What follows belongs to an exercise in optimizing a design on an open flow for small area; a production flow would make more cautious choices. Function was checked by simulation only, so behaviour that the tests miss may differ from the original. Power is estimated from default activity; no workload was simulated.

// dali_bcb
module dali_bcb (
    input  wire        clk,
    input  wire        rst,
    input  wire        sense_active,
    output wire        drv_active,
    input  wire [31:0] cmd,
    input  wire        cmd_valid,
    output wire [3:0]  rsp_status,
    output reg  [31:0] rsp_data,
    output wire        irq
);
    function [32:0] f_add(input [31:0] a, input [31:0] b, input ci);
        integer i;
        reg c;
        begin
            c = ci;
            for (i = 0; i < 32; i = i + 1) begin
                f_add[i] = a[i] ^ b[i] ^ c;
                c = (a[i] & b[i]) | (a[i] & c) | (b[i] & c);
            end
            f_add[32] = c;
        end
    endfunction
    function [32:0] f_inc(input [31:0] a, input ci);
        integer i;
        reg c;
        begin
            c = ci;
            for (i = 0; i < 32; i = i + 1) begin
                f_inc[i] = a[i] ^ c;
                c = a[i] & c;
            end
            f_inc[32] = c;
        end
    endfunction
    function [31:0] f_dec(input [31:0] a, input bi);
        integer i;
        reg b;
        begin
            b = bi;
  ...
==> flow/config.mk <==
export PLATFORM = sky130hd
export DESIGN_NAME = dali_bcb
export DESIGN_NICKNAME = dali_bcb
export VERILOG_FILES = /design/flow/design.v
export SDC_FILE = /design/flow/constraint.sdc
export NUM_CORES = 4
export LEC_CHECK = 0
export CAP_MARGIN = 20
export CORE_MARGIN = 2
export CORE_UTILIZATION = 40
export SLEW_MARGIN = 20
==> flow/constraint.sdc <==
create_clock -name core_clock -period 30.0 [get_ports {clk}]
set_input_delay 6.0000 -clock core_clock [delete_from_list [all_inputs] [get_ports {clk}]]
set_output_delay 6.0000 -clock core_clock [all_outputs]
set_load 0.01 [all_outputs]
standard.sh (not shown) runs the stock make flow with config.mk's settings and CLKGATE_MAP_FILE= SYNTH_SCRIPT=/design/flow/synth_recipe.tcl, a recipe that flattens the netlist after the stock synthesis.
==> flow/flow/run.sh <==
#!/bin/bash
# The standard layout, with a leaner clock tree: clock tree synthesis
# without dummy loads and with larger sink clusters. Everything else,
# synthesis included, is the standard flow.
set -euo pipefail
cts="-sink_clustering_enable -repair_clock_nets -dont_use_dummy_load"
cts="$cts -sink_clustering_size 20 -sink_clustering_max_diameter 100"
bash standard.sh "CTS_ARGS=$cts" finish > standard_flow.log 2>&1
The baseline completed without violations.
Change:
==> flow/flow/run.sh (replaced) <==
#!/bin/bash
# The standard layout with two area-oriented settings; synthesis and
# everything else is the standard flow:
# - clock tree synthesis without dummy loads and with larger sink clusters;
# - the port buffers are the smallest buffer (the resizer may still size them).
set -euo pipefail
cts="-sink_clustering_enable -repair_clock_nets -dont_use_dummy_load"
cts="$cts -sink_clustering_size 20 -sink_clustering_max_diameter 100"
bash standard.sh "CTS_ARGS=$cts" \
    "BUFFER_PORTS_ARGS=-buffer_cell sky130_fd_sc_hd__buf_1" finish > standard_flow.log 2>&1
Settings changed: CAP_MARGIN 20 to 5, SLEW_MARGIN 20 to 5.
What happened: The new run ran to the end with no violations; routed wire length barely changes; synthesized area is unchanged; final cell count is about the same; core utilization came out lower by 0.33 points.
Change:
Settings changed: CAP_MARGIN 5 to 20, SLEW_MARGIN 5 to 20.
Effect: The changed run completed without violations. Register-to-register slack gets better by 70 ps. Final area hardly moves. Combinational power is about the same. Power is about the same. Via count hardly moves.

---

Starting RTL as in the previous note.
export LEC_CHECK = 0
export CAP_MARGIN = 20
export CORE_MARGIN = 2
export CORE_UTILIZATION = 40
export SLEW_MARGIN = 20
create_clock -name core_clock -period 30.0 [get_ports {clk}]
==> flow/flow/run.sh <==
#!/bin/bash
# The standard layout with three area-oriented settings; synthesis and
# everything else is the standard flow:
# - clock tree synthesis without dummy loads and with larger sink clusters;
# - the port buffers are the smallest buffer (the resizer may still size them);
# - after global routing, cells on paths with positive slack are downsized.
set -euo pipefail
cts="-sink_clustering_enable -repair_clock_nets -dont_use_dummy_load"
cts="$cts -sink_clustering_size 20 -sink_clustering_max_diameter 100"
bash standard.sh "CTS_ARGS=$cts" \
    "BUFFER_PORTS_ARGS=-buffer_cell sky130_fd_sc_hd__buf_1" \
    "RECOVER_POWER=100" finish > standard_flow.log 2>&1
The starting point finished with capacitance limit, slew limit left.
Rerun with:
==> flow/flow/run.sh (replaced) <==
#!/bin/bash
# The standard layout, with a leaner clock tree: clock tree synthesis
# without dummy loads and with larger sink clusters. Everything else,
# synthesis included, is the standard flow.
set -euo pipefail
cts="-sink_clustering_enable -repair_clock_nets -dont_use_dummy_load"
cts="$cts -sink_clustering_size 24 -sink_clustering_max_diameter 100"
bash standard.sh "CTS_ARGS=$cts" finish > standard_flow.log 2>&1
=> This time the run went through all stages and came out clean. Setup slack gets better by 2.1 ns. Wire length drops by 0.41%. Power drops by 1.0%. Global-route usage stays flat. Cell count barely changes. Cell area climbs by 0.93%.

## separate check: timing with driven ports
Ports are ideal in the flow. The routed layouts listed here were re-timed in OpenROAD. Step 1 sets driving cells, clkbuf_16 on the clock port and buf_2 on the other inputs (assumed; they add their load-dependent delay and slew). Step 2 times the ports against the registers' clock, not the clock port: input delays grow and output delays shrink by t, the midpoint of the rising clock arrivals with the driver on. a / b / c = ideal / step 1 / step 2; a / b = the first two.
run | t, ns | slack for setup (ns) | hold WS [ns] | worst register clock-pin slew, ns | cell pins on the clock port's net
the first run of note 1 | 0.743 | 12.368 / 12.368 / 12.368 | 0.487 / 0.487 / 0.487 | 0.10 / 0.10 | 1
the second run of note 1 | 0.732 | 12.230 / 12.230 / 12.230 | 0.486 / 0.486 / 0.486 | 0.10 / 0.10 | 1
the third run of note 1 | 0.732 | 12.305 / 12.305 / 12.305 | 0.481 / 0.481 / 0.481 | 0.10 / 0.10 | 1
the first run of note 2 | 0.734 | 10.142 / 10.198 / 9.464 | 0.481 / 0.481 / 0.481 | 0.10 / 0.10 | 1
the second run of note 2 | 0.717 | 12.242 / 12.242 / 12.242 | 0.481 / 0.481 / 0.481 | 0.10 / 0.10 | 1
The setup slack of the first run of note 2, which loses most, moves by +0.056 ns with the drivers and by -0.678 ns with both steps.
